This is an optimization exercise on Yosys and OpenROAD, whose aim is small area, a short achievable clock period and few clock cycles, not a production implementation. In this exercise RTL edits were held to simulation tests only and were not proved equivalent to the original. Power is estimated from default activity; no workload was simulated.

$ cat design.v
module mmu_pagewalker (
    input  wire        clk,
    input  wire        rst,
    input  wire        req_valid,
    output reg         req_ready,
    input  wire [1:0]  req_cmd,
    input  wire [15:0] req_wdata,
    input  wire [31:0] req_va,
    input  wire        req_user,
    input  wire        req_write,
    input  wire        req_fetch,
    input  wire        req_suppress,
    input  wire [3:0]  req_atype,
    output reg         rsp_valid,
    output reg  [1:0]  rsp_kind,
    output reg  [31:0] rsp_data,
    output reg         mem_valid,
    output reg         mem_we,
    output reg  [31:0] mem_addr,
    output wire [15:0] mem_wdata,
    input  wire        mem_ready,
    input  wire [31:0] mem_rdata
);
    localparam [1:0] CMD_WRITE  = 2'd0;
    localparam [1:0] CMD_STATUS = 2'd1;
    localparam [1:0] CMD_RESULT = 2'd2;
    localparam [1:0] CMD_XLATE  = 2'd3;
    localparam [1:0] KIND_COMPLETE = 2'd0;
    localparam [1:0] KIND_ABORT    = 2'd1;
    localparam [1:0] KIND_CANCEL   = 2'd2;
    localparam [15:0] ID_BYTE = 16'h001E;
    localparam [3:0] SEL_BPR0 = 4'd0;
    localparam [3:0] SEL_BPR1 = 4'd1;
    localparam [3:0] SEL_PF0  = 4'd4;
    localparam [3:0] SEL_PF1  = 4'd5;
    localparam [3:0] SEL_SC   = 4'd8;
    localparam [3:0] SEL_MSR  = 4'd10;
    localparam [3:0] SEL_BCNT = 4'd11;
    localparam [3:0] SEL_PTB0 = 4'd12;
    localparam [3:0] SEL_PTB1 = 4'd13;
    localparam [3:0] SEL_EIA  = 4'd15;
    localparam [2:0] PE_IDLE      = 3'd0;
    localparam [2:0] PE_AW_OPWORD = 3'd1;
    localparam [2:0] PE_AW_OPNDS  = 3'd2;
    localparam [2:0] PE_VAL_READ  = 3'd3;
    localparam [2:0] PE_VAL_WRITE = 3'd4;
    localparam [2:0] PE_STATUS    = 3'd5;
    localparam [2:0] PE_RESULT    = 3'd6;
    reg [3:0]  bpr0_h, bpr1_h;       
    reg [23:0] bpr0_l, bpr1_l;       
    reg [23:0] pf0, pf1, bcnt;
    reg [31:0] sc;
    reg        msr_te, msr_ed;
    reg [2:0]  msr_tet, msr_est;
    reg [9:0]  msr_hi;               
    reg        ptb0_h, ptb1_h;       
    reg [13:0] ptb0_l, ptb1_l;       
    reg        eia_h;                
    reg [23:0] eia_l;                
    reg        bpr0_v, bpr1_v, pf0_v, pf1_v, bcnt_v;
    wire msr_tu = msr_hi[0];
    wire msr_ts = msr_hi[1];
    wire msr_ds = msr_hi[2];
    wire msr_ao = msr_hi[3];
    wire msr_ft = msr_hi[7];
    reg [2:0]  pe;
    reg [1:0]  subop;       
    reg [3:0]  quick;
    reg        two;         
    reg        half;        
    reg        hasres;      
    reg        snap;        
    reg        arm;         
    reg        pend;        
    reg        tr_p;        
    reg        tr9_p;       
    reg        fault;       
    reg [31:0] opv;         
    reg        lvl;         
    reg        t_w, t_asel, t_sup;
    reg [2:0]  t_pm;        
    reg [2:0]  t_est;
    reg        tb16;        
    reg [15:0] wd;          
    wire idle = req_ready;                  
    wire [23:0] t_va = rsp_data[23:0];
    assign mem_wdata = {wd[15:6], 1'b1, wd[4:0]};
    reg [31:0] reg_rd;
    always @(*) begin
        case (quick)
            SEL_BPR0: reg_rd = bpr0_v ? {bpr0_h, 4'd0, bpr0_l} : 32'd0;
            SEL_BPR1: reg_rd = bpr1_v ? {bpr1_h, 4'd0, bpr1_l} : 32'd0;
            SEL_PF0:  reg_rd = pf0_v ? {8'd0, pf0} : 32'd0;
            SEL_PF1:  reg_rd = pf1_v ? {8'd0, pf1} : 32'd0;
            SEL_SC:   reg_rd = sc;
            SEL_MSR:  reg_rd = {7'd0, msr_hi, 3'd0, msr_est, 1'b0, msr_ed,
                                1'b0, msr_tet, 2'd0, msr_te};
            SEL_BCNT: reg_rd = bcnt_v ? {8'd0, bcnt} : 32'd0;
            SEL_PTB0: reg_rd = {ptb0_h, 7'd0, ptb0_l, 10'd0};
            SEL_PTB1: reg_rd = {ptb1_h, 7'd0, ptb1_l, 10'd0};
            SEL_EIA:  reg_rd = {eia_h, 7'd0, eia_l};
            default:  reg_rd = 32'd0;
        endcase
    end
    wire        req_go  = req_valid && idle;
    wire        wr_now  = req_go && (req_cmd == CMD_WRITE);
    wire        rs_now  = req_go && (req_cmd == CMD_STATUS);
    wire        rr_now  = req_go && (req_cmd == CMD_RESULT);
    wire        tx_now  = req_go && (req_cmd == CMD_XLATE);
    wire [15:0] new_opword = {req_wdata[7:0], req_wdata[15:8]};
    wire [1:0]  new_size   = new_opword[1:0];
    wire [3:0]  new_subop  = new_opword[5:2];
    wire [3:0]  new_quick  = new_opword[10:7];
    wire [31:0] operand  = two ? {req_wdata, opv[15:0]} : {16'd0, req_wdata};
    wire        lmr_now  = wr_now && arm;
    wire        late_sel = (quick != SEL_PTB0) && (quick != SEL_PTB1);
    wire        pe_vc  = (pe == PE_VAL_READ) || (pe == PE_VAL_WRITE);
    wire        x_on   = req_user ? msr_tu : msr_ts;
    wire        x_w    = req_write || (pe == PE_VAL_WRITE);
    wire        x_wl   = x_w || (req_atype == 4'd11);
    wire        x_hi   = req_user && !msr_ao;          
    wire        x_asel = req_user && msr_ds;
    wire [15:0] status_word = {10'd0, fault && (pe == PE_STATUS), 5'd0};
    wire [15:0] result_word = (pe == PE_RESULT) ? (half ? opv[31:16] : opv[15:0]) : 16'd0;
    wire        rd_done = mem_valid && mem_ready && !mem_we;
    wire        wb_done = mem_valid && mem_ready && mem_we;
    reg         e_prot;
    always @(*) begin
        case (mem_rdata[2:1])
            2'd0:    e_prot = t_pm[0];
            2'd1:    e_prot = t_pm[1];
            2'd2:    e_prot = t_pm[2];
            default: e_prot = 1'b0;
        endcase
    end
    wire        e_inv  = !mem_rdata[0];
    wire        e_bad  = e_prot || e_inv;
    wire        l1_wb  = !t_sup && !mem_rdata[5];
    wire        l2_wb  = !t_sup && (!mem_rdata[5] || (t_w && !mem_rdata[6]));
    wire        e_rec  = !t_sup && !pe_vc;            
    always @(posedge clk) begin
        if (rst) begin
            bpr0_v <= 1'b0;  bpr1_v <= 1'b0;
            pf0_v  <= 1'b0;  pf1_v  <= 1'b0;
            bcnt_v <= 1'b0;
            sc     <= 32'd0;
            msr_te <= 1'b0;  msr_tet <= 3'd0; msr_ed <= 1'b0;
            msr_est <= 3'd0; msr_hi <= 10'd0;
            pe     <= PE_IDLE;
            snap   <= 1'b0;
            arm    <= 1'b0;
            pend   <= 1'b0;
            tr_p   <= 1'b0;
            tr9_p  <= 1'b0;
            fault  <= 1'b0;
            rsp_valid <= 1'b0;
            mem_valid <= 1'b0;
            req_ready <= 1'b1;
        end else begin
            rsp_valid <= 1'b0;
            snap      <= 1'b0;
            pend      <= lmr_now && late_sel;
            tr_p      <= tx_now && req_fetch && msr_ft && (req_atype != 4'd9);
            tr9_p     <= tx_now && req_fetch && msr_ft && (req_atype == 4'd9);
            if (tr9_p) begin
                sc    <= {sc[15:0], 16'd1};
                pf1_v <= pf0_v;
                pf0_v <= 1'b1;
            end
            if (tr_p)
                sc <= sc + 32'd1;
            if (pend) begin
                case (quick)
                SEL_BPR0: bpr0_v <= 1'b1;
                SEL_BPR1: bpr1_v <= 1'b1;
                SEL_PF0:  pf0_v  <= 1'b1;
                SEL_PF1:  pf1_v  <= 1'b1;
                SEL_SC:   sc     <= opv;
                SEL_MSR: begin
                    if (opv[1]) begin
                        msr_te  <= 1'b0;
                        msr_tet <= 3'd0;
                        msr_ed  <= 1'b0;
                        msr_est <= 3'd0;
                    end
                end
                SEL_BCNT: bcnt_v <= 1'b1;
                default: ;
                endcase
            end
            if (wr_now) begin
                rsp_valid <= 1'b1;
                case (pe)
                PE_IDLE: begin
                    if (req_wdata == ID_BYTE)
                        pe <= PE_AW_OPWORD;
                end
                PE_AW_OPWORD: begin
                    arm  <= (new_subop == 4'd2) && !new_size[1];
                    snap <= (new_subop == 4'd3);
                    if (new_subop[3:2] == 2'd0 && new_subop[1:0] != 2'd3)
                        pe <= PE_AW_OPNDS;
                    else
                        pe <= PE_STATUS;
                end
                PE_AW_OPNDS: begin
                    arm <= (subop == 2'd2) && two && !half;
                    if (!two || half) begin
                        case (subop)
                        2'd0:    pe <= PE_VAL_READ;
                        2'd1:    pe <= PE_VAL_WRITE;
                        default: pe <= PE_STATUS;
                        endcase
                    end
                end
                default: ;  
                endcase
            end
            if (lmr_now && quick == SEL_MSR)
                msr_hi <= operand[24:15];
            if (rs_now) begin
                rsp_valid <= 1'b1;
                if (pe == PE_STATUS)
                    pe <= hasres ? PE_RESULT : PE_IDLE;
            end
            if (rr_now) begin
                rsp_valid <= 1'b1;
                if (pe == PE_RESULT && (!two || half))
                    pe <= PE_IDLE;
            end
            if (tx_now) begin
                if (!x_on) begin
                    rsp_valid <= 1'b1;
                    if (pe_vc)
                        pe <= PE_STATUS;
                end else begin
                    mem_valid <= 1'b1;
                    req_ready <= 1'b0;
                end
            end
            if (rd_done) begin
                if (e_bad) begin
                    if (e_rec) begin
                        msr_te  <= 1'b1;
                        msr_tet <= {lvl && e_inv, !lvl && e_inv, e_prot};
                        msr_ed  <= !t_w;
                        msr_est <= t_est;
                    end
                    if (pe_vc && (lvl || mem_rdata[0]))
                        fault <= 1'b1;
                end
                if (e_bad || (lvl && !l2_wb)) begin
                    mem_valid <= 1'b0;
                    req_ready <= 1'b1;
                    rsp_valid <= 1'b1;
                    if (pe_vc)
                        pe <= PE_STATUS;
                end
            end
            if (wb_done && lvl) begin
                mem_valid <= 1'b0;
                req_ready <= 1'b1;
                rsp_valid <= 1'b1;
                if (pe_vc)
                    pe <= PE_STATUS;
            end
        end
    end
    always @(posedge clk) begin
        if (snap)
            opv <= reg_rd;
        if (tr9_p) begin
            pf1 <= pf0;
            pf0 <= t_va;
        end
        if (pend) begin
            case (quick)
            SEL_BPR0: begin bpr0_h <= opv[31:28]; bpr0_l <= opv[23:0]; end
            SEL_BPR1: begin bpr1_h <= opv[31:28]; bpr1_l <= opv[23:0]; end
            SEL_PF0:  pf0  <= opv[23:0];
            SEL_PF1:  pf1  <= opv[23:0];
            SEL_BCNT: bcnt <= opv[23:0];
            SEL_EIA:  begin eia_h <= opv[31]; eia_l <= opv[23:0]; end
            default: ;
            endcase
        end
        if (idle) begin
            rsp_data <= req_va;
            rsp_kind <= KIND_COMPLETE;
            t_w      <= x_w;
            t_pm     <= {x_hi && x_wl, x_hi, x_hi || x_wl};
            t_asel   <= x_asel;
            t_sup    <= req_suppress;
            t_est    <= req_atype[2:0];
            lvl      <= 1'b0;
            mem_we   <= 1'b0;
            mem_addr <= {7'd0, x_asel ? ptb1_h : ptb0_h, x_asel ? ptb1_l : ptb0_l,
                         req_va[23:16], 2'b00};
        end
        if (wr_now) begin
            case (pe)
            PE_AW_OPWORD: begin
                subop  <= new_subop[1:0];
                quick  <= new_quick;
                two    <= new_size[1];
                half   <= 1'b0;
                hasres <= (new_subop == 4'd3) && !fault;
            end
            PE_AW_OPNDS: begin
                opv[15:0] <= req_wdata;
                half      <= 1'b1;
            end
            default: ;
            endcase
        end
        if (lmr_now) begin
            case (quick)
            SEL_PTB0: begin ptb0_h <= operand[31]; ptb0_l <= operand[23:10]; end
            SEL_PTB1: begin ptb1_h <= operand[31]; ptb1_l <= operand[23:10]; end
            default: ;
            endcase
            opv <= operand;
        end
        if (rs_now) begin
            rsp_data[15:0] <= status_word;
            if (pe == PE_STATUS)
                half <= 1'b0;
        end
        if (rr_now) begin
            rsp_data[15:0] <= result_word;
            if (pe == PE_RESULT)
                half <= 1'b1;
        end
        if (rd_done) begin
            wd <= {mem_rdata[15:7], mem_rdata[6] | (lvl && t_w), mem_rdata[5:0]};
            if (!lvl) begin
                tb16            <= mem_rdata[16];
                rsp_data[31:24] <= {mem_rdata[23:17], mem_rdata[31]};
                lvl             <= !l1_wb;
                mem_we          <= l1_wb;
                if (!l1_wb)
                    mem_addr <= {7'd0, mem_rdata[31], mem_rdata[23:9], t_va[15:9], 2'b00};
            end else begin
                rsp_data[31:25] <= 7'd0;
                rsp_data[23:16] <= mem_rdata[23:16];
                mem_we          <= l2_wb;
                if (!l2_wb)
                    rsp_data[15:9] <= mem_rdata[15:9];
            end
            if (e_bad) begin
                rsp_kind <= pe_vc ? KIND_CANCEL : KIND_ABORT;
                if (e_rec) begin
                    eia_h <= t_asel;
                    eia_l <= t_va;
                end
            end
        end
        if (wb_done) begin
            mem_we <= 1'b0;
            if (!lvl) begin
                lvl      <= 1'b1;
                mem_addr <= {7'd0, rsp_data[24], rsp_data[31:25], tb16, wd[15:9],
                             t_va[15:9], 2'b00};
            end else begin
                rsp_data[15:9] <= wd[15:9];
            end
        end
    end
endmodule
$ cat constraint.sdc
create_clock -name core_clock -period 7.0 [get_ports {clk}]
set_input_delay 1.4000 -clock core_clock [delete_from_list [all_inputs] [get_ports {clk}]]
set_output_delay 1.4000 -clock core_clock [all_outputs]
set_load 0.01 [all_outputs]
$ cat config.mk
export PLATFORM = sky130hd
export DESIGN_NAME = mmu_pagewalker
export DESIGN_NICKNAME = mmu_pagewalker
export VERILOG_FILES = /design/flow/design.v
export SDC_FILE = /design/flow/constraint.sdc
export NUM_CORES = 4
export LEC_CHECK = 0
export CAP_MARGIN = 20
export CORE_MARGIN = 2
export CORE_UTILIZATION = 65
export CTS_CLUSTER_DIAMETER = 150
export CTS_CLUSTER_SIZE = 25
export PLACE_DENSITY = 0.65
export SETUP_SLACK_MARGIN = 5
export SLEW_MARGIN = 20
export TNS_END_PERCENT = 0
$ cat standard.sh
#!/bin/bash
# synth_recipe.tcl (not shown) runs the flow's synth.tcl, then flattens the netlist and writes it again
# the make line also repeats each setting of config.mk as NAME=value (left out here)
make -C /OpenROAD-flow-scripts/flow DESIGN_CONFIG=/design/flow/config.mk WORK_HOME=/design/flow/orfs CLKGATE_MAP_FILE= SYNTH_SCRIPT=/design/flow/synth_recipe.tcl "${@:-finish}"
$ cat flow/run.sh
#!/bin/bash
# The standard layout (standard.sh, all steps), except that the ports are
# buffered with plain buf_2 cells instead of the delay cells buffer_ports picks
# by default. Make's full output goes to std_flow.log in this folder; the
# tools' own logs are under orfs/logs/.
set -euo pipefail
export BUFFER_PORTS_ARGS="-buffer_cell sky130_fd_sc_hd__buf_2"
bash standard.sh > std_flow.log 2>&1
==> impl_metrics.ini, run 1 <==
[critical_path]
start_kind = primary input
worstRegToRegCells = 7
timing.critical_path.required_ns = 7.38
reg2reg_to = opv[1]
rrSetupSlack_ns = 4.41
critPathLaunch = req_valid
cp.arrival_ns = 3.03
critical_path_peak_fanout = 6
critical_path.endpoint_type = flip-flop
timing.rr.start = quick[3]
worstSetupPathType = in -> reg

[clocking]
clock_path_buffers = 3
cts.sinks = 384
numCtsBuffers = 19
cts.clk_slew.worst_paths_ns = 0.10
h-tree-depth = 1
cts_tree = built
postCtsHoldBufs = 0
cts_root_buffer = clkbuf_16
clock_latency_ns = 0.54

[grt]
grt_overflow = 0
grt_util_all_layers_pct = 38.7
grt_pass1_vias = 13700
antenna_found_initial = 0
grt_max_degree = 62
grt_first_pass_wirelength_mm = 82.9

[hold_path]
min_path_type = reg -> reg
min_path_cells = 2
holdCritStartpoint = msr_hi[9]
holdPathEnd = msr_hi[9]

[sta]
finalCritPeriodShare_pct = 37.8
relSlewSlack_pct = 37.5
fin_skew_ns = 0.0326
setup_violations = 0
worst_pin_slew_ns = 0.937
finalHoldViolCount = 0
layout_setup_ws_ns = 4.35
fmax_mhz = 378
rsz0062_at_grt = true
maxSlewViolCount = 0
tns_ns = 0
fin_crit_ns = 2.65

[routing]
num_vias = 14800
drt_iter0_markers = 2237
firstDrtPassIters = 6
viasPerCell = 6.82
drt_wl_total_mm = 56.2
final_antenna_net_count = 0
drc = 0
wl_per_cell_um = 25.8

[logic_synthesis]
synth-seq-cells = 384
synthesis.area_um2 = 17500
synthTopCellsByArea = edfxtp_1 (32%), dfxtp_1 (23%), mux2i_1 (9.2%)
synthFlopType = dfxtp_1
syn_inst = 1705
yosys.area.top_type_share_pct = 31.7
async_reset_ff_share_pct = 0
syn_nets = 1800
synth_enable_flop_cells = 185
yosysWarnings = 1
ys_seq_area_share_pct = 54.4
yosysTopAreaCell = edfxtp_1
ys_types = 75
syn_area_per_cell_um2 = 10.3

[die]
core-area_um2 = 26700
die_h_um = 168
die-width_um = 168
fp.dieArea_um2 = 28300
io-pin-count = 180
start_util_pct = 65.6
rows = 60

[final_layout]
syn_to_final_growth_pct = 11.3
nets = 1917
layoutNonFillerInstCount = 2175
drive_gt1_share_pct = 17.6
n_antenna_cell = 0

[pwr]
cellPowerDensity_nw_per_um2 = 191
p_total_mw = 3.74
irDropWorstVdd_uv = 189
cellLeakagePower_nw = 7.46

[placement]
portBuffers = 171
routabilityCongestion = 0.970
dp_hpwl_mm = 37.4
placed_cells = 2118
dp_slack_ns = 2.93

[job]
cap_violations = 0

[outcome]
status = no timing/DRC/antenna violations
-- cell type report --
| class | instances | area [µm²] |
|---|---|---|
| clock buffer | 32 | 524 |
| clock inverter | 1 | 16.3 |
| fill | 1997 | 7210 |
| inverter | 15 | 67.6 |
| multi-input combinational | 1180 | 7620 |
| sequential | 384 | 9560 |
| tap | 341 | 427 |
| timing repair buffer | 222 | 1300 |
-- cells in the mapped netlist, drive strengths merged, types with 20 or more instances --
cell type,n
and2,30
a221oi,21
nor3,30
clkbuf,97
nand2,138
o21ai,84
a211oi,26
mux2i,161
nand3,40
edfxtp,185
buf,29
a21oi,161
nor2,184
dfxtp,199
nor2b,20
a22oi,38
-- flip-flops by register name (all words and copies together) (netlist names), 14 cells and up --
register	cells
bpr1_l	24
bcnt	24
mem_addr	32
pf1	24
sc	32
ptb0_l	14
ptb1_l	14
pf0	24
eia_l	24
rsp_data	32
opv	32
bpr0_l	24
wd	15
-- layout by cell type, fill, tap and decap left out, types with 11 or more instances in the layout --
master     netlist  final
a22o_1          14     14
nand2_1        138    133
nor2b_1         20     20
clkbuf_1        94     13
o22ai_1         13     13
a31oi_1         13     13
o21ai_0         83     81
a21oi_1        161    159
a221oi_1        21     21
xor2_1          11     11
edfxtp_1       185    185
inv_1           14     11
and2_1          27     25
a2111oi_0       11     11
clkbuf_16        0     19
nand3_1         40     40
mux2i_1        161    161
nand4_1         11     11
a22oi_1         38     37
and3_1          16     12
nand2b_1        17     15
buf_4            3     42
buf_2           20    169
a222oi_1        18     18
dfxtp_1        199    184
a211oi_1        26     26
nor3_1          29     26
nor2_1         183    179
dfxtp_2          0     13
-- power breakdown --
group / internal, mW / switching, mW / total (mW)
logic: 0.0493 / 0.0685 / 0.118
clock network: 0.525 / 0.720 / 1.24
registers: 2.35 / 0.0206 / 2.37
-- worst max path at each step --
stage | cells past startpoint | endpoint | slack [ns]
2_1_floorplan | 5 | ptb0_h | 4.01
3_3_place_gp | 7 | opv[10] | 3.03
3_5_place_dp | 7 | opv[15] | 2.93
4_1_cts | 9 | opv[6] | 4.43
5_1_grt | 9 | opv[1] | 4.31
6_report | 9 | opv[8] | 4.35
-- through the flow --
step | cell area [µm²] | hold slack (ns) | utilization (%)
floorplan | 17600 | 0.432 | -
global placement | 18600 | 0.436 | 69.6
detailed placement | 18600 | 0.441 | 69.6
CTS | 19500 | 0.457 | 72.9
global route | 19500 | 0.482 | 73.0
finish | 19500 | 0.457 | 73.0
-- kinds of logic after synthesis --
family / Yosys count / share of synthesized area (%)
AOI/OAI and AO/OA: 462 / 17.1
buffers and inverters: 141 / 3.29
other: 1 / 0.0214
DFF: 384 / 54.4
muxes: 171 / 9.84
and+or+nand+nor: 532 / 14.6
xor gates and xnor gates: 13 / 0.650
adders and majority gates: 1 / 0.0714
-- layer usage --
metal	share of wire [%]	wire length [µm]	up-vias	global-route usage, %
met2	46	25800	962	61.0
met3	12	6560	166	6.61
li1	-	-	6552	-
met1	38	21400	7152	53.3
met4	4.4	2490	0	16.8
met5	0	0	-	0
-- what timing repair did --
item / in CTS / in global routing
pin swaps: 9 / 2
resized for setup: 59 / 6
buffers inserted: 21 / 2
setup endpoints to repair: 443 / 454
-- worst max-delay path, stage by stage --
cell	delay [ns]
buf_6	0.09
nor4bb_4	0.15
buf_6	0.13
and2_4	0.18
or3_4	0.40
nor3_4	0.26
buf_4	0.17
a21oi_1	0.06
o21ai_0	0.17
Testbench counts, summed over its fixed seeds: cycles 43,154.
==> run 2: changes to the inputs <==
--- a/config.mk
+++ b/config.mk
@@ -8,8 +8,8 @@
 export CAP_MARGIN = 20
 export CORE_MARGIN = 2
 export CORE_UTILIZATION = 65
-export CTS_CLUSTER_DIAMETER = 150
-export CTS_CLUSTER_SIZE = 25
+export CTS_CLUSTER_DIAMETER = 120
+export CTS_CLUSTER_SIZE = 20
 export PLACE_DENSITY = 0.65
 export SETUP_SLACK_MARGIN = 5
 export SLEW_MARGIN = 20
==> run 2 against run 1 <==
Total power is 3.6% higher. Clock skew is 0.011 ns lower. Critical path depth is 8 lower. Register-to-register slack worse by 0.10 ns. Clock-buffer cell count is 8 higher. Combinational power hardly changed. Sequential power hardly changed. Synthesized area stayed put. Critical endpoint is now rsp_data[18]. Highest routed layer unchanged.
==> impl_metrics.ini, run 2 <==
[clocking]
cts_tree = built
cts.clk_slew.worst_paths_ns = 0.09
cts.sinks = 384
clock_latency_ns = 0.54
clock_path_buffers = 3
h-tree-depth = 1
cts_root_buffer = clkbuf_16
numCtsBuffers = 23

[critical_path]
worstSetupPathType = reg -> out
slowest_stage = dfxtp_1
cp.arrival_ns = 1.32
slowest_delay_ns = 0.56
critPathLaunch = rsp_data[18]
timing.rr.start = quick[0]
start_kind = flip-flop
critical_path_peak_fanout = 4
timing.critical_path.required_ns = 5.60
cp_cell_sequence = buf_2
critical_path.endpoint_type = primary output
crit_family = flip-flops
crit_buf_inv = 1

[grt]
busiest_layer = met2
grt_util_all_layers_pct = 38.7
met2_usage_pct = 61.3
grt_first_pass_wirelength_mm = 82.9
grt_pass1_vias = 13800
grt_max_degree = 62
grt_overflow = 0
use_met3_pct = 6.89
antenna_found_initial = 0
use_met1_pct = 52.8

[logic_synthesis]
syn_inst = 1705
async_reset_ff_share_pct = 0
ys_types = 75
yosysTopAreaCell = edfxtp_1
synth_enable_flop_cells = 185
syn_area_per_cell_um2 = 10.3
yosysWarnings = 1
syn_nets = 1800
yosys.area.top_type_share_pct = 31.7
ys_seq_area_share_pct = 54.4
synthTopCellsByArea = edfxtp_1 (32%), dfxtp_1 (23%), mux2i_1 (9.2%)
synthFlopType = dfxtp_1
synthesis.area_um2 = 17500
yosysMostFrequentCell = dfxtp_1
synth-seq-cells = 384
synth_common_cells = dfxtp_1 (199), edfxtp_1 (185), nor2_1 (183)

[routing]
wl_per_cell_um = 25.6
num_vias = 14800
drc = 0
viasPerCell = 6.79
drt_iter0_markers = 1985
drt_wl_total_mm = 56.0
final_antenna_net_count = 0
firstDrtPassIters = 7

[die]
rows = 60
die-width_um = 168
core-area_um2 = 26700
fp.dieArea_um2 = 28300
start_util_pct = 65.6
die_h_um = 168
io-pin-count = 180

[sta]
layout_setup_ws_ns = 4.28
worst_pin_slew_ns = 1.07
fin_skew_ns = 0.0213
finalCritPeriodShare_pct = 38.8
finalHoldViolCount = 0
whs_ns = 0.456
fin_crit_ns = 2.72
setup_violations = 0
fmax_mhz = 368
rsz0062_at_grt = true
relSlewSlack_pct = 28.9
tns_ns = 0
maxSlewViolCount = 0

[outcome]
status = no timing/DRC/antenna violations

[pwr]
intPower_mw = 3.03
p_total_mw = 3.87
power_frac_seq_pct = 61.3
switchingPower_mw = 0.839
cellLeakagePower_nw = 7.51
p_sw_share_pct = 21.7
cellPowerDensity_nw_per_um2 = 198
irDropWorstVdd_uv = 216
power_frac_comb_pct = 3.0
pwr-share-clk_pct = 35.6

[final_layout]
fillers = 1973
syn_to_final_growth_pct = 11.8
drive_gt1_share_pct = 16.8
final_util_pct = 73.3
nets = 1920
mostFrequentLayoutCell = dfxtp_1
seq_area_um2 = 9550
multi_input_area_um2 = 7590
n_antenna_cell = 0
final_area_um2 = 19600
layoutNonFillerInstCount = 2182
layout_common_cells = dfxtp_1 (195), edfxtp_1 (185), nor2_1 (180), buf_2 (168)

[placement]
placed_cells = 2118
portBuffers = 171
dp_slack_ns = 2.93
dp_hpwl_mm = 37.4
routabilityCongestion = 0.970
dpl-instance-area_um2 = 18600

[hold_path]
holdCritStartpoint = msr_hi[9]
min_path_type = reg -> reg

[job]
cap_violations = 0
[run 2: cell counts after synthesis]
Identical to the previous run, type by type.
[run 2: cell type report]
type                       instances  area share [%]
clock inverter                     1          0.0830
multi-input combinational       1180            38.7
clock buffer                      40            3.26
tap                              341            2.18
timing repair buffer             221            6.69
sequential                       384            48.7
inverter                          15           0.326
[run 2: cells by family (layout without fill, tap and decap cells)]
kind of cell | Yosys count | after routing | share of synthesized area [%]
AO/OA/AOI/OAI | 462 | 462 | 17.1
XOR/XNOR | 13 | 13 | 0.650
adder cells (fa/ha/maj) | 1 | 1 | 0.0714
buffers and inverters | 141 | 277 | 3.29
flip-flops | 384 | 384 | 54.4
multiplexers | 171 | 171 | 9.84
other | 1 | 1 | 0.0214
AND/OR/NAND/NOR | 532 | 532 | 14.6
[run 2: repair_timing]
| action | in CTS | in global routing |
|---|---|---|
| resized for setup | 30 | 13 |
| endpoints found under the setup margin | 443 | 464 |
| pin swaps | 9 | 6 |
| hold buffers | 0 | 0 |
| cloned | 0 | 0 |
| setup buffers | 14 | 9 |
[run 2: power by group through the flow]
stage                     combinational, mW  clock (mW)  sequential (mW)
after floorplan                      0.0382           0             2.42
after global placement                0.108           0             2.42
after detailed placement              0.110           0             2.42
after CTS                             0.114        1.37             2.37
after global routing                  0.125        1.46             2.37
final                                 0.118        1.38             2.37
[run 2: final timing paths]
path                       end  slack, ns  cells past startpoint
setup / recovery  rsp_data[18]       4.28                      1
hold / removal       msr_hi[9]       0.46                      2
setup reg to reg      eia_l[9]       4.31                      7
hold reg to reg      msr_hi[9]       0.46                      2
[run 2: layer usage]
layer  up-vias  share of wire (%)
li1       6598                  -
met1      7080                 38
met2       991                 46
met3       141                 12
met4         0                4.4
met5         -                  0
==> run 3: changes to the inputs <==
--- a/design.v
+++ b/design.v
@@ -307,8 +307,11 @@
                 hasres <= (new_subop == 4'd3) && !fault;
             end
             PE_AW_OPNDS: begin
-                opv[15:0] <= req_wdata;
-                half      <= 1'b1;
+                if (!half)
+                    opv <= {16'd0, req_wdata};
+                else
+                    opv[31:16] <= req_wdata;
+                half <= 1'b1;
             end
             default: ;
             endcase
@@ -319,7 +322,6 @@
             SEL_PTB1: begin ptb1_h <= operand[31]; ptb1_l <= operand[23:10]; end
             default: ;
             endcase
-            opv <= operand;
         end
         if (rs_now) begin
             rsp_data[15:0] <= status_word;
@@ -331,11 +333,15 @@
             if (pe == PE_RESULT)
                 half <= 1'b1;
         end
-        if (rd_done) begin
+        if (mem_valid && !mem_we) begin
             wd <= {mem_rdata[15:7], mem_rdata[6] | (lvl && t_w), mem_rdata[5:0]};
             if (!lvl) begin
                 tb16            <= mem_rdata[16];
                 rsp_data[31:24] <= {mem_rdata[23:17], mem_rdata[31]};
+            end
+        end
+        if (rd_done) begin
+            if (!lvl) begin
                 lvl             <= !l1_wb;
                 mem_we          <= l1_wb;
                 if (!l1_wb)
==> flow/run.sh (replaced) <==
#!/bin/bash
# The standard layout (standard.sh, all steps), except that the ports are
# buffered with plain buf_1 cells instead of the delay cells buffer_ports picks
# by default. Make's full output goes to std_flow.log in this folder; the
# tools' own logs are under orfs/logs/.
set -euo pipefail
export BUFFER_PORTS_ARGS="-buffer_cell sky130_fd_sc_hd__buf_1"
bash standard.sh > std_flow.log 2>&1
==> run 3 against run 2 <==
Still clean. Clock skew grew 0.00087 ns. Global-route usage down 0.087 points. Sequential power hardly changed. Cell area decreased by 0.35%. Synthesized area is 0.16% higher. Non-clock buffer count rose by 19. Largest power group unchanged. Highest routed layer unchanged.
==> impl_metrics.ini, run 3 <==
[die]
die_h_um = 168
io-pin-count = 180
rows = 60
core-area_um2 = 26700
fp.dieArea_um2 = 28300
start_util_pct = 65.7
die-width_um = 168

[pwr]
cellPowerDensity_nw_per_um2 = 197
power_frac_comb_pct = 3.2
irDropWorstVdd_uv = 219
switchingPower_mw = 0.842
intPower_mw = 3.00
power_frac_seq_pct = 61.1
p_sw_share_pct = 21.9
pwr-share-clk_pct = 35.7
cellLeakagePower_nw = 7.08

[clocking]
cts_tree = built
cts.sinks = 384
clock_latency_ns = 0.54
numCtsBuffers = 23
clock_path_buffers = 3
cts.clk_slew.worst_paths_ns = 0.08
h-tree-depth = 1
cts_root_buffer = clkbuf_16

[sta]
tns_ns = 0
whs_ns = 0.461
finalCritPeriodShare_pct = 36.1
setup_violations = 0
rsz0062_at_grt = true
fmax_mhz = 395
fin_crit_ns = 2.53
fin_skew_ns = 0.0222
relSlewSlack_pct = 30.0
worst_pin_slew_ns = 1.05
maxSlewViolCount = 0
layout_setup_ws_ns = 4.47
finalHoldViolCount = 0

[logic_synthesis]
syn_nets = 1821
synthTopCellsByArea = dfxtp_1 (26%), edfxtp_1 (26%), mux2i_1 (9.4%)
synth-seq-cells = 384
ys_types = 85
yosys.area.top_type_share_pct = 26.5
synth_common_cells = dfxtp_1 (232), nor2_1 (168), mux2i_1 (165)
synthesis.area_um2 = 17600
synth_enable_flop_cells = 152
yosysMostFrequentCell = dfxtp_1
async_reset_ff_share_pct = 0
synthFlopType = dfxtp_1
ys_seq_area_share_pct = 52.5
syn_area_per_cell_um2 = 10.2
yosysTopAreaCell = dfxtp_1
yosysWarnings = 1
syn_inst = 1726

[final_layout]
final_area_um2 = 19500
syn_to_final_growth_pct = 11.2
mostFrequentLayoutCell = dfxtp_1
final_util_pct = 73.1
drive_gt1_share_pct = 10.1
nets = 1954
layout_common_cells = dfxtp_1 (214), buf_1 (166), mux2i_1 (165), nor2_1 (163), edfxtp_1 (152)

[grt]
antenna_found_initial = 1
grt_util_all_layers_pct = 38.6
grt_pass1_vias = 13800
grt_first_pass_wirelength_mm = 83.6
grt_max_degree = 66
grt_overflow = 0

[hold_path]
min_path_cells = 2
holdPathEnd = msr_hi[8]
min_path_type = reg -> reg
holdCritStartpoint = msr_hi[8]

[placement]
portBuffers = 171
dpl-instance-area_um2 = 18400
dp_hpwl_mm = 36.9
routabilityCongestion = 0.975
dp_slack_ns = 3.10

[routing]
drt_wl_total_mm = 55.8
viasPerCell = 6.73
drc = 0
final_antenna_net_count = 0
num_vias = 14900
firstDrtPassIters = 5
drt_iter0_markers = 1935
wl_per_cell_um = 25.2

[critical_path]
slowest_delay_ns = 0.40
start_kind = flip-flop
cp_cell_sequence = buf_1
critical_path_peak_fanout = 4
timing.critical_path.required_ns = 5.60
reg2reg_to = bpr0_l[9]
crit_family = flip-flops
rrSetupSlack_ns = 4.58
slowest_stage = dfxtp_2
worstRegToRegCells = 5
crit_buf_inv = 1
critical_path.endpoint_type = primary output
worstSetupPathType = reg -> out
timing.rr.start = quick[2]
cp.arrival_ns = 1.13

[job]
cap_violations = 0

[outcome]
status = no timing/DRC/antenna violations
-- run 3: cell count changes after synthesis, moves of 12 or more --
cell / previous run / this run
edfxtp_1: 185 / 152
dfxtp_1: 199 / 232
buf_2: 20 / 42
clkbuf_1: 94 / 75
a22o_1: 14 / 2
and3_1: 16 / 40
nand2_1: 138 / 125
a21oi_1: 161 / 147
nor2_1: 183 / 168
-- run 3: per-layer routing --
layer  GRT usage, %  share of wire, %  up-vias  wire, µm
li1               -                 -     6727         -
met1           53.6                40     7186     22200
met2           59.8                45      851     25300
met3           7.97                11      142      5960
met4           15.1               4.2        0      2350
met5              0                 0        -         0
-- run 3: cell type report --
class | count | area, µm²
tap | 341 | 427
antenna | 1 | 2.50
clock buffer | 39 | 636
multi-input combinational | 1198 | 7900
clock inverter | 1 | 16.3
fill | 2000 | 7200
timing repair buffer | 240 | 1240
inverter | 12 | 48.8
sequential | 384 | 9260
-- run 3: worst max path at each step --
stage                        end  cells past startpoint          from  slack [ns]
finish              rsp_data[16]                      1  rsp_data[16]        4.47
global route               pe[1]                      6     mem_ready        4.44
CTS                  rsp_data[6]                      1   rsp_data[6]        4.47
detailed placement       opv[14]                      7    req_cmd[0]        3.10
global placement         opv[14]                      7    req_cmd[0]        3.17
floorplan                 ptb0_h                      3    req_cmd[0]        4.19
-- run 3: repair_timing --
action / 4_1_cts / 5_1_grt
hold buffers: 0 / 0
gates resized for setup: 50 / 14
endpoints found under the hold margin: 0 / 0
pin swaps: 3 / 1
endpoints found under the setup margin: 441 / 425
buffers inserted: 30 / 2
-- run 3: stage by stage --
step,power [mW],cells
finish,3.84,2216
global route,3.93,2215
CTS,3.83,2213
detailed placement,2.51,2143
global placement,2.51,2143
floorplan,2.44,1726
-- run 3: logic make-up after synthesis --
logic type                 Yosys count  share of synthesized area, %
buffers and inverters              144                          3.51
other                                1                        0.0214
xor gates and xnor gates            12                         0.599
AOI/OAI and AO/OA                  450                          16.8
and+or+nand+nor                    554                          16.2
DFF                                384                          52.5
adders and majority gates            1                        0.0713
muxes                              180                          10.4
-- run 3: power by group through the flow --
stage               clock network [mW]  registers (mW)  logic [mW]
floorplan                            0            2.40      0.0389
global placement                     0            2.40       0.107
detailed placement                   0            2.40       0.108
CTS                               1.37            2.35       0.119
global route                      1.45            2.35       0.133
finish                            1.37            2.35       0.124
Testbench counts of run 3, summed over its fixed seeds: cycles 43,154.
==> run 4: changes to the inputs <==
--- a/config.mk
+++ b/config.mk
@@ -8,8 +8,8 @@
 export CAP_MARGIN = 20
 export CORE_MARGIN = 2
 export CORE_UTILIZATION = 65
-export CTS_CLUSTER_DIAMETER = 120
-export CTS_CLUSTER_SIZE = 20
+export CTS_CLUSTER_DIAMETER = 150
+export CTS_CLUSTER_SIZE = 25
 export PLACE_DENSITY = 0.65
 export SETUP_SLACK_MARGIN = 5
 export SLEW_MARGIN = 20
==> run 4 against run 3 <==
Still clean. Via count hardly changed. Global-route usage shrank 0.22 points. Sequential cell count is the same. Largest cell class unchanged.
==> impl_metrics.ini, run 4 <==
[routing]
wl_per_cell_um = 25.2
final_antenna_net_count = 0
firstDrtPassIters = 7
drc = 0
num_vias = 14900
drt_wl_total_mm = 55.8
viasPerCell = 6.74
drt_iter0_markers = 1904

[critical_path]
worstSetupPathType = reg -> out
slowest_stage = edfxtp_1
crit_buf_inv = 1
crit_family = flip-flops
cp.arrival_ns = 1.14
cp_cell_sequence = buf_1
critical_path.endpoint_type = primary output
start_kind = flip-flop
slowest_delay_ns = 0.44
timing.critical_path.required_ns = 5.60
critical_path_peak_fanout = 2

[grt]
grt_util_all_layers_pct = 38.4
grt_overflow = 0
grt_pass1_vias = 13800
antenna_found_initial = 2
grt_first_pass_wirelength_mm = 83.1
grt_max_degree = 66

[clocking]
clock_latency_ns = 0.54
cts_root_buffer = clkbuf_16
numCtsBuffers = 19
clock_path_buffers = 3
h-tree-depth = 1
postCtsHoldBufs = 0
cts_tree = built
cts.sinks = 384
cts.clk_slew.worst_paths_ns = 0.11

[logic_synthesis]
synth_common_cells = dfxtp_1 (232), nor2_1 (168), mux2i_1 (165)
yosys.area.top_type_share_pct = 26.5
synthTopCellsByArea = dfxtp_1 (26%), edfxtp_1 (26%), mux2i_1 (9.4%)
yosysWarnings = 1
yosysTopAreaCell = dfxtp_1
synthFlopType = dfxtp_1
syn_nets = 1821
synthesis.area_um2 = 17600
async_reset_ff_share_pct = 0
ys_types = 85
syn_inst = 1726
syn_area_per_cell_um2 = 10.2
synth-seq-cells = 384
ys_seq_area_share_pct = 52.5
synth_enable_flop_cells = 152
yosysMostFrequentCell = dfxtp_1

[die]
fp.dieArea_um2 = 28300
core-area_um2 = 26700
die-width_um = 168
start_util_pct = 65.7
die_h_um = 168
io-pin-count = 180
rows = 60

[placement]
portBuffers = 171
dp_hpwl_mm = 36.9
routabilityCongestion = 0.975

[pwr]
cellPowerDensity_nw_per_um2 = 191
p_total_mw = 3.72
irDropWorstVdd_uv = 204
cellLeakagePower_nw = 7.05

[sta]
worst_pin_slew_ns = 1.03
fmax_mhz = 394
maxSlewViolCount = 0
whs_ns = 0.465
finalCritPeriodShare_pct = 36.2
relSlewSlack_pct = 31.0
setup_violations = 0
fin_crit_ns = 2.54
fin_skew_ns = 0.0270
tns_ns = 0
rsz0062_at_grt = true
finalHoldViolCount = 0

[final_layout]
final_util_pct = 72.8
mostFrequentLayoutCell = dfxtp_1
nets = 1953
layout_common_cells = dfxtp_1 (213), mux2i_1 (165), buf_1 (163), nor2_1 (162), edfxtp_1 (152)
drive_gt1_share_pct = 10.5
syn_to_final_growth_pct = 10.9

[outcome]
status = no timing/DRC/antenna violations

[job]
cap_violations = 0

[hold_path]
min_path_type = reg -> reg
-- run 4: cell counts after synthesis --
No cell type changed its count.
-- run 4: area by class of cell --
type,count,area (µm²)
antenna,2,5.00
clock buffer,32,524
clock inverter,1,16.3
fill,2017,7260
inverter,12,48.8
multi-input combinational,1199,7940
sequential,384,9260
tap,341,427
timing repair buffer,242,1240
-- run 4: cells by family after synthesis --
| group | count (synthesis) | synth area share, % |
|---|---|---|
| simple gates | 554 | 16.2 |
| other cells | 1 | 0.0214 |
| compound gates | 450 | 16.8 |
| fa+ha+maj | 1 | 0.0713 |
| mux | 180 | 10.4 |
| buf+inv | 144 | 3.51 |
| flops | 384 | 52.5 |
| xor+xnor | 12 | 0.599 |
-- run 4: worst register-to-register path, delay by kind of cell (launching register included) --
kind,cells,cell delay (ns)
simple gates,3,1.02
buf+inv,2,0.63
flops,1,0.43
-- run 4: per-layer routing --
| metal | GRT usage (%) | share of wire, % | up-vias |
|---|---|---|---|
| li1 | - | - | 6726 |
| met1 | 53.5 | 40 | 7179 |
| met2 | 59.8 | 45 | 852 |
| met3 | 6.75 | 10 | 151 |
| met4 | 15.7 | 4.8 | 4 |
| met5 | 0 | 0.050 | - |
-- run 4: path summary, 6_finish.rpt --
check         startpoint           to  slack (ns)  cells after the start
min            msr_hi[8]    msr_hi[8]        0.46                      2
min reg2reg    msr_hi[8]    msr_hi[8]        0.46                      2
max reg2reg     quick[2]   bpr0_l[12]        4.58                      5
max          rsp_data[4]  rsp_data[4]        4.46                      1
-- run 4: report_power, final --
part	switching, mW	internal, mW	leakage (nW)
registers	0.0207	2.33	3.23
logic	0.0785	0.0450	3.57
clock network	0.726	0.525	0.257
total	0.825	2.90	7.05
-- run 4: per-stage QoR --
step                setup WS (ns)  cell area (µm²)  cells
floorplan                    4.19            17600   1726
finish                       4.46            19500   2213
CTS                          4.48            19300   2206
global route                 4.45            19500   2211
detailed placement           3.10            18400   2143
global placement             3.17            18400   2143
-- run 4: repair_timing --
action	CTS	global route
setup buffers	30	4
resized for setup	53	23
pin swaps	3	3
setup endpoints to repair	441	425
cloned	0	1
==> run 5: changes to the inputs <==
--- a/design.v
+++ b/design.v
@@ -269,6 +269,12 @@
     always @(posedge clk) begin
         if (snap)
             opv <= reg_rd;
+        else if (idle && pe == PE_AW_OPNDS) begin
+            if (!half)
+                opv <= {16'd0, req_wdata};
+            else
+                opv[31:16] <= req_wdata;
+        end
         if (tr9_p) begin
             pf1 <= pf0;
             pf0 <= t_va;
@@ -306,13 +312,7 @@
                 half   <= 1'b0;
                 hasres <= (new_subop == 4'd3) && !fault;
             end
-            PE_AW_OPNDS: begin
-                if (!half)
-                    opv <= {16'd0, req_wdata};
-                else
-                    opv[31:16] <= req_wdata;
-                half <= 1'b1;
-            end
+            PE_AW_OPNDS: half <= 1'b1;
             default: ;
             endcase
         end
--- a/config.mk
+++ b/config.mk
@@ -8,8 +8,8 @@
 export CAP_MARGIN = 20
 export CORE_MARGIN = 2
 export CORE_UTILIZATION = 65
-export CTS_CLUSTER_DIAMETER = 150
-export CTS_CLUSTER_SIZE = 25
+export CTS_CLUSTER_DIAMETER = 120
+export CTS_CLUSTER_SIZE = 20
 export PLACE_DENSITY = 0.65
 export SETUP_SLACK_MARGIN = 5
 export SLEW_MARGIN = 20
==> run 5 against run 4 <==
Die area fell by 2.2%. First-iteration DRC count rose by 20%. Cell area fell by 2.4%. Sequential share of layout area rose by 2.9 points. Largest cell class unchanged. Worst hold slack got worse by 0.0024 ns. Fmax rose by 0.33%. Clock skew rose by 0.0026 ns. Still clean. Cell count fell by 4.7%. Register-to-register slack got worse by 0.07 ns. Critical endpoint is now rsp_data[3]. Synthesized cell count fell by 5.8%.
==> impl_metrics.ini, run 5 <==
[sta]
fin_skew_ns = 0.0296
finalCritPeriodShare_pct = 36.1
maxSlewViolCount = 0
relSlewSlack_pct = 26.5
setup_violations = 0
worst_pin_slew_ns = 1.10
fmax_mhz = 396
tns_ns = 0
rsz0062_at_grt = true
fin_crit_ns = 2.53
finalHoldViolCount = 0

[die]
die_h_um = 167
start_util_pct = 66.1
io-pin-count = 180
core-area_um2 = 26000
fp.dieArea_um2 = 27700
rows = 59
die-width_um = 167

[pwr]
cellLeakagePower_nw = 6.88
cellPowerDensity_nw_per_um2 = 204
pwr-share-clk_pct = 35.6
switchingPower_mw = 0.848
power_frac_comb_pct = 3.2
p_sw_share_pct = 21.9
p_total_mw = 3.87
power_frac_seq_pct = 61.3
irDropWorstVdd_uv = 268
intPower_mw = 3.02

[clocking]
cts.clk_slew.worst_paths_ns = 0.09
h-tree-depth = 1
cts_tree = built
clock_latency_ns = 0.55
cts_root_buffer = clkbuf_16
clock_path_buffers = 3
numCtsBuffers = 23
cts.sinks = 384

[logic_synthesis]
yosysMostFrequentCell = dfxtp_1
yosys.area.top_type_share_pct = 32.2
syn_inst = 1626
syn_area_per_cell_um2 = 10.6
synth-seq-cells = 384
synthesis.area_um2 = 17200
synthFlopType = dfxtp_1
synth_common_cells = dfxtp_1 (200), edfxtp_1 (184), nor2_1 (160)
ys_seq_area_share_pct = 55.5
ys_types = 80
synth_enable_flop_cells = 184
yosysTopAreaCell = edfxtp_1
synthTopCellsByArea = edfxtp_1 (32%), dfxtp_1 (23%), mux2i_1 (7.9%)
yosysWarnings = 1
async_reset_ff_share_pct = 0
syn_nets = 1721

[final_layout]
n_antenna_cell = 0
layoutNonFillerInstCount = 2109
layout_common_cells = edfxtp_1 (184), dfxtp_1 (180), buf_1 (163), nor2_1 (155), mux2i_1 (135)
drive_gt1_share_pct = 9.36
syn_to_final_growth_pct = 10.6
fillers = 1932
mostFrequentLayoutCell = edfxtp_1
nets = 1853

[job]
cap_violations = 0

[critical_path]
crit_buf_inv = 1
critical_path.endpoint_type = primary output
slowest_delay_ns = 0.44
slowest_stage = edfxtp_1
timing.critical_path.required_ns = 5.60
crit_family = flip-flops
start_kind = flip-flop
worstSetupPathType = reg -> out
cp_cell_sequence = buf_1
critical_path_peak_fanout = 3
cp.arrival_ns = 1.13

[routing]
drt_iter0_markers = 2277
final_antenna_net_count = 0
num_vias = 14300
firstDrtPassIters = 6
drt_wl_total_mm = 54.6
met3WireLength_mm = 6.26
drc = 0
wl_per_cell_um = 25.9
met1Wirelength_mm = 21.0
wl_met2_mm = 24.3
routed.top_layer = met4
viasPerCell = 6.77

[placement]
dp_hpwl_mm = 35.7
portBuffers = 171
routabilityCongestion = 0.941
placed_cells = 2030

[grt]
grt_max_degree = 68
grt_util_all_layers_pct = 38.0
grt_pass1_vias = 13100
grt_overflow = 0
antenna_found_initial = 0
grt_first_pass_wirelength_mm = 80.6

[outcome]
status = no timing/DRC/antenna violations

[hold_path]
min_path_type = reg -> reg
==> run 5: cell count changes after synthesis, sizes merged, moves of 12 or more <==
cell     delta
a22o       +30
a2111oi    +15
a21oi      -22
a211oi     -16
edfxtp     +32
xor2       +12
mux2i      -30
buf        -18
and3       -12
a22oi      +16
dfxtp      -32
nand3      +21
a221oi     -19
==> run 5: cell type report <==
class | count | area, µm² | share of cell area (%)
clock inverter | 1 | 16.3 | 0.0856
sequential | 384 | 9590 | 50.5
timing repair buffer | 234 | 1160 | 6.12
clock buffer | 40 | 639 | 3.37
multi-input combinational | 1099 | 7100 | 37.4
inverter | 16 | 63.8 | 0.336
tap | 335 | 419 | 2.21
==> run 5: timing repair <==
item | in CTS | in global routing
setup buffers | 17 | 21
hold buffers | 0 | 0
pin swaps | 1 | 3
resized for setup | 45 | 13
endpoints found under the setup margin | 449 | 472
==> run 5: worst paths after layout <==
kind / from / endpoint / slack [ns] / cells after the start
max: rsp_data[3] / rsp_data[3] / 4.47 / 1
min reg2reg: mem_addr[29] / mem_addr[29] / 0.46 / 1
min: mem_addr[29] / mem_addr[29] / 0.46 / 1
max reg2reg: sc[0] / sc[30] / 4.51 / 6
==> run 5: stage by stage <==
stage | setup slack [ns] | util (%) | instance area [µm²] | hold slack, ns
after floorplan | 4.41 | - | 17200 | 0.432
after global placement | 3.77 | 68.8 | 17900 | 0.440
after detailed placement | 3.73 | 68.8 | 17900 | 0.444
after CTS | 4.48 | 72.3 | 18800 | 0.461
after global routing | 4.45 | 73.1 | 19000 | 0.481
final | 4.47 | 73.1 | 19000 | 0.462
==> run 5: power by group through the flow <==
stage / clock [mW] / sequential, mW / combinational [mW]
6_report: 1.38 / 2.37 / 0.123
5_1_grt: 1.44 / 2.37 / 0.131
4_1_cts: 1.37 / 2.37 / 0.117
3_5_place_dp: 0 / 2.43 / 0.109
3_3_place_gp: 0 / 2.43 / 0.108
2_1_floorplan: 0 / 2.42 / 0.0436
==> run 5: metal layers <==
layer | vias to the layer above | GRT usage, %
met1 | 6858 | 52.9
met3 | 147 | 7.56
met4 | 0 | 17.1
li1 | 6379 | -
met5 | - | 0
met2 | 884 | 58.3
==> run 5: kinds of logic (layout without fill, tap and decap cells) <==
logic type	after synthesis	in the layout	synth area share (%)
other cells	1	1	0.0218
xor+xnor	13	13	0.663
mux	142	142	8.33
simple gates	519	519	14.8
flops	384	384	55.5
compound gates	423	423	16.7
buf+inv	143	291	3.87
fa+ha+maj	1	1	0.0729
Testbench counts of run 5, summed over its fixed seeds: cycles 43,154.
==> run 6: changes to the inputs <==
--- a/design.v
+++ b/design.v
@@ -303,19 +303,15 @@
             mem_addr <= {7'd0, x_asel ? ptb1_h : ptb0_h, x_asel ? ptb1_l : ptb0_l,
                          req_va[23:16], 2'b00};
         end
-        if (wr_now) begin
-            case (pe)
-            PE_AW_OPWORD: begin
-                subop  <= new_subop[1:0];
-                quick  <= new_quick;
-                two    <= new_size[1];
-                half   <= 1'b0;
-                hasres <= (new_subop == 4'd3) && !fault;
-            end
-            PE_AW_OPNDS: half <= 1'b1;
-            default: ;
-            endcase
+        if (idle && pe == PE_AW_OPWORD) begin
+            subop  <= new_subop[1:0];
+            quick  <= new_quick;
+            two    <= new_size[1];
+            half   <= 1'b0;
+            hasres <= (new_subop == 4'd3) && !fault;
         end
+        if (wr_now && pe == PE_AW_OPNDS)
+            half <= 1'b1;
         if (lmr_now) begin
             case (quick)
             SEL_PTB0: begin ptb0_h <= operand[31]; ptb0_l <= operand[23:10]; end
==> run 6 against run 5 <==
Clock skew down 0.0055 ns. Still clean on timing, DRC and antenna. Largest cell class unchanged. Critical path depth up 6. Worst setup slack worse by 0.072 ns. Critical path type is now reg -> reg. Synthesized area up 0.12%. Synthesized cell count up 1.6%. Global-route usage up 0.41 points. Largest power group unchanged. Clock-buffer cell count unchanged.
==> impl_metrics.ini, run 6 <==
[pwr]
intPower_mw = 3.06
power_frac_comb_pct = 4.2
cellLeakagePower_nw = 6.69
irDropWorstVdd_uv = 221
pwr-share-clk_pct = 35.2
power_frac_seq_pct = 60.6
switchingPower_mw = 0.902
cellPowerDensity_nw_per_um2 = 208
p_sw_share_pct = 22.8

[grt]
grt_pass1_vias = 13600
use_met3_pct = 7.98
grt_max_degree = 66
grt_first_pass_wirelength_mm = 82.1
use_met1_pct = 53.0
grt_overflow = 0
busiest_layer = met2
antenna_found_initial = 0
grt_util_all_layers_pct = 38.4
met2_usage_pct = 58.4

[critical_path]
worstRegToRegCells = 7
crit_path_frequent_cell = buf_4
slowest_delay_ns = 0.54
start_kind = flip-flop
timing.critical_path.required_ns = 7.40
critical_path_peak_fanout = 15
cp_cell_sequence = buf_4, nor4b_4, and2_2, buf_4, a222oi_1, and3_1, o22ai_1
cp.arrival_ns = 3.00
slowest_stage = edfxtp_1
critical_path.endpoint_type = flip-flop
worstSetupPathType = reg -> reg

[clocking]
cts_tree = built
postCtsHoldBufs = 0
cts_root_buffer = clkbuf_16
clock_latency_ns = 0.57
clock_path_buffers = 3
cts.clk_slew.worst_paths_ns = 0.09
numCtsBuffers = 23
cts.sinks = 384
h-tree-depth = 1

[die]
core-area_um2 = 26000
fp.dieArea_um2 = 27800
rows = 59
start_util_pct = 66.1
io-pin-count = 180
die-width_um = 167
die_h_um = 167

[sta]
fin_skew_ns = 0.0241
relSlewSlack_pct = 34.1
whs_ns = 0.466
maxSlewViolCount = 0
tns_ns = 0
worst_pin_slew_ns = 0.989
fmax_mhz = 385
finalCritPeriodShare_pct = 37.1
layout_setup_ws_ns = 4.40
setup_violations = 0
finalHoldViolCount = 0
fin_crit_ns = 2.60
rsz0062_at_grt = true

[logic_synthesis]
synth_enable_flop_cells = 184
async_reset_ff_share_pct = 0
ys_seq_area_share_pct = 55.4
synthTopCellsByArea = edfxtp_1 (32%), dfxtp_1 (23%), mux2i_1 (8.5%)
yosysMostFrequentCell = dfxtp_1
synth-seq-cells = 384
yosysWarnings = 1
synth_common_cells = dfxtp_1 (200), edfxtp_1 (184), nand2_1 (153)
syn_area_per_cell_um2 = 10.4
synthFlopType = dfxtp_1
synthesis.area_um2 = 17200
syn_nets = 1747
yosys.area.top_type_share_pct = 32.1
syn_inst = 1652
ys_types = 71
yosysTopAreaCell = edfxtp_1

[placement]
placed_cells = 2058
dp_slack_ns = 3.77
dp_hpwl_mm = 36.4
routabilityCongestion = 0.936
portBuffers = 171

[hold_path]
min_path_cells = 1
min_path_type = reg -> reg

[final_layout]
final_util_pct = 73.2
nets = 1862
mostFrequentLayoutCell = edfxtp_1
layout_common_cells = edfxtp_1 (184), dfxtp_1 (183), buf_1 (168), nand2_1 (153), mux2i_1 (146)
n_antenna_cell = 0
drive_gt1_share_pct = 7.74
syn_to_final_growth_pct = 10.6
fillers = 1916
layoutNonFillerInstCount = 2119

[outcome]
status = no timing/DRC/antenna violations

[routing]
firstDrtPassIters = 7
final_antenna_net_count = 0
wl_per_cell_um = 26.0
drt_iter0_markers = 2089
drc = 0
drt_wl_total_mm = 55.1
viasPerCell = 6.84
num_vias = 14500

[job]
cap_violations = 0
-- run 6: layout make-up --
cell class,instances,area [µm²],area share [%]
inverter,32,124,0.652
tap,335,419,2.20
multi-input combinational,1106,7110,37.4
timing repair buffer,220,1130,5.92
sequential,384,9560,50.3
clock inverter,2,25.0,0.132
clock buffer,40,639,3.36
-- run 6: metrics by stage --
stage | power [mW] | area [µm²]
2_1_floorplan | 2.52 | 17200
3_3_place_gp | 2.60 | 18000
3_5_place_dp | 2.60 | 18000
4_1_cts | 3.94 | 18900
5_1_grt | 4.04 | 19000
6_report | 3.96 | 19000
-- run 6: final timing paths --
kind | startpoint | endpoint | slack [ns]
worst min register to register | mem_addr[26] | mem_addr[26] | 0.47
worst max register to register | quick[2] | opv[13] | 4.40
worst min-delay path | mem_addr[26] | mem_addr[26] | 0.47
worst max-delay path | quick[2] | opv[13] | 4.40
-- run 6: per-layer routing --
layer | up-vias | part of all wire [%] | routed length, µm
met5 | - | 0 | 0
met4 | 0 | 5.3 | 2940
met3 | 167 | 12 | 6680
met2 | 960 | 44 | 24400
met1 | 6939 | 38 | 21100
li1 | 6427 | - | -
-- run 6: what timing repair did --
| action | CTS | global route |
|---|---|---|
| cloned | 2 | 0 |
| setup buffers | 8 | 9 |
| endpoints found under the setup margin | 371 | 395 |
| resized for setup | 33 | 11 |
| pin swaps | 0 | 1 |
-- run 6: power by group through the flow --
| stage | registers, mW | logic [mW] | clock network [mW] |
|---|---|---|---|
| after floorplan | 2.44 | 0.0752 | 0 |
| after global placement | 2.45 | 0.146 | 0 |
| after detailed placement | 2.45 | 0.150 | 0 |
| after CTS | 2.40 | 0.154 | 1.39 |
| after global routing | 2.40 | 0.175 | 1.46 |
| final | 2.40 | 0.165 | 1.39 |
-- run 6: logic make-up (layout without fill, tap and decap cells) --
kind of cell             after synthesis  in the layout  synth area share (%)
AO/OA/AOI/OAI                        426            426                  16.7
XOR/XNOR                              12             12                 0.611
adder cells (fa/ha/maj)                1              1                0.0728
buffers and inverters                162            294                  3.72
flip-flops                           384            384                  55.4
multiplexers                         148            148                  8.63
other                                  1              1                0.0218
AND/OR/NAND/NOR                      518            518                  14.8
-- run 6: worst max-delay path: cells and delay by family (launching register included) --
kind | cells | cell delay (ns)
buffers and inverters | 2 | 0.57
AO/OA/AOI/OAI | 2 | 0.26
flip-flops | 1 | 0.54
AND/OR/NAND/NOR | 3 | 1.06
Testbench counts of run 6, summed over its fixed seeds: cycles 43,154.
==> run 7: changes to the inputs <==
--- a/design.v
+++ b/design.v
@@ -303,15 +303,19 @@
             mem_addr <= {7'd0, x_asel ? ptb1_h : ptb0_h, x_asel ? ptb1_l : ptb0_l,
                          req_va[23:16], 2'b00};
         end
-        if (idle && pe == PE_AW_OPWORD) begin
-            subop  <= new_subop[1:0];
-            quick  <= new_quick;
-            two    <= new_size[1];
-            half   <= 1'b0;
-            hasres <= (new_subop == 4'd3) && !fault;
+        if (wr_now) begin
+            case (pe)
+            PE_AW_OPWORD: begin
+                subop  <= new_subop[1:0];
+                quick  <= new_quick;
+                two    <= new_size[1];
+                half   <= 1'b0;
+                hasres <= (new_subop == 4'd3) && !fault;
+            end
+            PE_AW_OPNDS: half <= 1'b1;
+            default: ;
+            endcase
         end
-        if (wr_now && pe == PE_AW_OPNDS)
-            half <= 1'b1;
         if (lmr_now) begin
             case (quick)
             SEL_PTB0: begin ptb0_h <= operand[31]; ptb0_l <= operand[23:10]; end
==> flow/run.sh (replaced) <==
#!/bin/bash
# The standard layout (standard.sh, all steps), with two changes:
# - the ports are buffered with plain buf_1 cells instead of the delay cells
#   buffer_ports picks by default (the resizer upsizes them where needed);
# - clock tree synthesis gets the same arguments as the standard flow builds
#   from config.mk (sink clusters of 20, at most 120 um across), plus
#   -dont_use_dummy_load, so no load-balancing dummy cells are added.
# Make's full output goes to std_flow.log in this folder; the tools' own logs
# are under orfs/logs/.
set -euo pipefail
export BUFFER_PORTS_ARGS="-buffer_cell sky130_fd_sc_hd__buf_1"
export CTS_ARGS="-sink_clustering_enable -repair_clock_nets -sink_clustering_size 20 -sink_clustering_max_diameter 120 -dont_use_dummy_load"
bash standard.sh > std_flow.log 2>&1
==> run 7 against run 6 <==
Still clean. Combinational power shrank 25%. Via count down 1.5%. Worst setup slack improved by 0.034 ns. Largest power group unchanged.
==> impl_metrics.ini, run 7 <==
[routing]
wl_per_cell_um = 26.1
drt_iter0_markers = 2202
firstDrtPassIters = 7
num_vias = 14300
viasPerCell = 6.83
drc = 0
drt_wl_total_mm = 54.6
final_antenna_net_count = 0

[clocking]
numCtsBuffers = 23
cts_root_buffer = clkbuf_16
cts.clk_slew.worst_paths_ns = 0.08
clock_latency_ns = 0.54
clock_path_buffers = 3
cts_tree = built
cts.sinks = 384
postCtsHoldBufs = 0
h-tree-depth = 1

[logic_synthesis]
yosysWarnings = 1
synth-seq-cells = 384
syn_inst = 1626
syn_nets = 1721
ys_seq_area_share_pct = 55.5
ys_types = 80
synthTopCellsByArea = edfxtp_1 (32%), dfxtp_1 (23%), mux2i_1 (7.9%)
yosysTopAreaCell = edfxtp_1
synth_common_cells = dfxtp_1 (200), edfxtp_1 (184), nor2_1 (160)
yosys.area.top_type_share_pct = 32.2
synthFlopType = dfxtp_1
yosysMostFrequentCell = dfxtp_1
synthesis.area_um2 = 17200
synth_enable_flop_cells = 184
syn_area_per_cell_um2 = 10.6
async_reset_ff_share_pct = 0

[final_layout]
syn_to_final_growth_pct = 10.1
fillers = 1945
n_antenna_cell = 0
layout_common_cells = edfxtp_1 (184), dfxtp_1 (180), buf_1 (164), nor2_1 (155), mux2i_1 (135)
drive_gt1_share_pct = 9.34
layoutNonFillerInstCount = 2090
nets = 1852
final_util_pct = 72.8
mostFrequentLayoutCell = edfxtp_1
final_area_um2 = 18900

[sta]
fmax_mhz = 390
fin_crit_ns = 2.57
tns_ns = 0
rsz0062_at_grt = true
worst_pin_slew_ns = 1.11
finalCritPeriodShare_pct = 36.7
relSlewSlack_pct = 25.7
fin_skew_ns = 0.0487
maxSlewViolCount = 0
whs_ns = 0.460
setup_violations = 0
finalHoldViolCount = 0

[outcome]
status = no timing/DRC/antenna violations

[grt]
use_met1_pct = 53.1
grt_overflow = 0
use_met3_pct = 7.11
met2_usage_pct = 58.2
grt_util_all_layers_pct = 38.0
antenna_found_initial = 0
grt_first_pass_wirelength_mm = 80.5
grt_max_degree = 68
grt_pass1_vias = 13100
busiest_layer = met2

[critical_path]
crit_path_frequent_cell = nand4_1
slowest_delay_ns = 0.51
worstSetupPathType = reg -> reg
start_kind = flip-flop
worstRegToRegCells = 6
slowest_stage = dfxtp_1
crit_family = simple AND/OR/NAND/NOR gates
critical_path.endpoint_type = flip-flop
timing.critical_path.required_ns = 7.39
crit_buf_inv = 0
critical_path_peak_fanout = 7
crit_cells = 6
cp_cell_sequence = ha_1, nand4_1, nor4_4, nand4_1, xor2_1, a2111oi_0
cp.arrival_ns = 2.95

[die]
die_h_um = 167
start_util_pct = 66.1
io-pin-count = 180
core-area_um2 = 26000
fp.dieArea_um2 = 27700
rows = 59
die-width_um = 167

[pwr]
cellPowerDensity_nw_per_um2 = 201
cellLeakagePower_nw = 6.86
irDropWorstVdd_uv = 254

[placement]
portBuffers = 171
placed_cells = 2030
routabilityCongestion = 0.941
dpl-instance-area_um2 = 17900
dp_hpwl_mm = 35.7

[job]
cap_violations = 0

[hold_path]
min_path_type = reg -> reg
min_path_cells = 2
[run 7: cell count changes after synthesis, sizes merged, moves of 16 or more]
| cell | previous run | this run |
|---|---|---|
| a2111oi | 0 | 18 |
| a21oi | 99 | 125 |
| buf | 22 | 39 |
| clkbuf | 108 | 86 |
| inv | 32 | 16 |
| nand2 | 153 | 124 |
| nor2 | 128 | 160 |
| o21ai | 101 | 73 |
[run 7: layer usage]
metal	share of wire (%)	wire (µm)
met1	39	21200
met2	44	24300
met3	11	6040
met4	5.7	3130
met5	0	0
[run 7: area by class of cell]
class                      count  area [µm²]  area share, %
sequential                   384        9590           50.7
multi-input combinational   1099        7110           37.6
timing repair buffer         233        1150           6.10
clock buffer                  23         576           3.04
tap                          335         419           2.22
inverter                      16        63.8          0.338
[run 7: stage by stage]
step                setup WS (ns)  total power [mW]
floorplan                    4.41              2.47
global placement             3.77              2.53
detailed placement           3.73              2.54
CTS                          4.48              3.78
global route                 4.43              3.87
finish                       4.43              3.79
[run 7: where the power goes]
part           switching [mW]  total, mW  internal (mW)
sequential             0.0209       2.37           2.35
clock                   0.712       1.30          0.584
combinational          0.0791      0.124         0.0451
total                   0.812       3.79           2.98
[run 7: cells by family after synthesis]
logic type                 count (synthesis)  share of synthesized area [%]
other                                      1                         0.0218
buffers and inverters                    143                           3.87
and+or+nand+nor                          519                           14.8
DFF                                      384                           55.5
adders and majority gates                  1                         0.0729
muxes                                    142                           8.33
xor gates and xnor gates                  13                          0.663
AOI/OAI and AO/OA                        423                           16.7
[run 7: what timing repair did]
item,CTS,global route
resized for setup,44,13
setup buffers,17,20
endpoints found under the setup margin,449,470
pin swaps,1,3
[run 7: worst register-to-register path: cells and delay by family (launching register included)]
kind	cells	cell delay, ns
fa+ha+maj	1	0.36
compound gates	1	0.51
simple gates	3	0.86
xor+xnor	1	0.18
flops	1	0.51
[run 7: final timing paths]
path | startpoint | endpoint | slack, ns
min | msr_hi[4] | msr_hi[4] | 0.46
max reg2reg | sc[0] | sc[30] | 4.43
max | sc[0] | sc[30] | 4.43
min reg2reg | msr_hi[4] | msr_hi[4] | 0.46
Testbench counts of run 7, summed over its fixed seeds: cycles 43,154.

## static timing again, ports no longer ideal
How much do the figures lean on ideal ports? The routed layouts below were timed once more, with nothing changed but the port constraints. Step 1 sets driving cells, clkbuf_16 on the clock port and buf_2 on the other inputs (assumed; they add their load-dependent delay and slew). Step 2 times the ports against the registers' clock, not the clock port: input delays grow and output delays shrink by t, the midpoint of the rising clock arrivals with the driver on. Three values: no drivers, after step 1, after step 2; two values: the first two.
run	t (ns)	slack for setup (ns)	worst hold slack (ns)	slew at the worst register clock pin (ns)	worst slew at a driven data input, ns
run 1	0.579	4.352 / 4.372 / 3.794	0.457 / 0.457 / 0.457	0.11 / 0.11	0.05
run 2	0.585	4.285 / 4.234 / 3.742	0.456 / 0.456 / 0.456	0.09 / 0.09	0.05
run 3	0.583	4.470 / 4.421 / 3.947	0.461 / 0.461 / 0.461	0.09 / 0.09	0.06
run 4	0.576	4.464 / 4.413 / 3.941	0.465 / 0.465 / 0.465	0.11 / 0.11	0.05
run 5	0.591	4.473 / 4.419 / 3.943	0.462 / 0.462 / 0.462	0.09 / 0.09	0.05
run 6	0.603	4.401 / 4.370 / 3.901	0.466 / 0.466 / 0.466	0.10 / 0.10	0.07
run 7	0.573	4.434 / 4.426 / 3.943	0.460 / 0.460 / 0.460	0.09 / 0.09	0.05
After both steps every run listed still meets setup and hold. The setup slack of run 1, which loses most, moves by +0.020 ns with the drivers and by -0.558 ns with both steps.
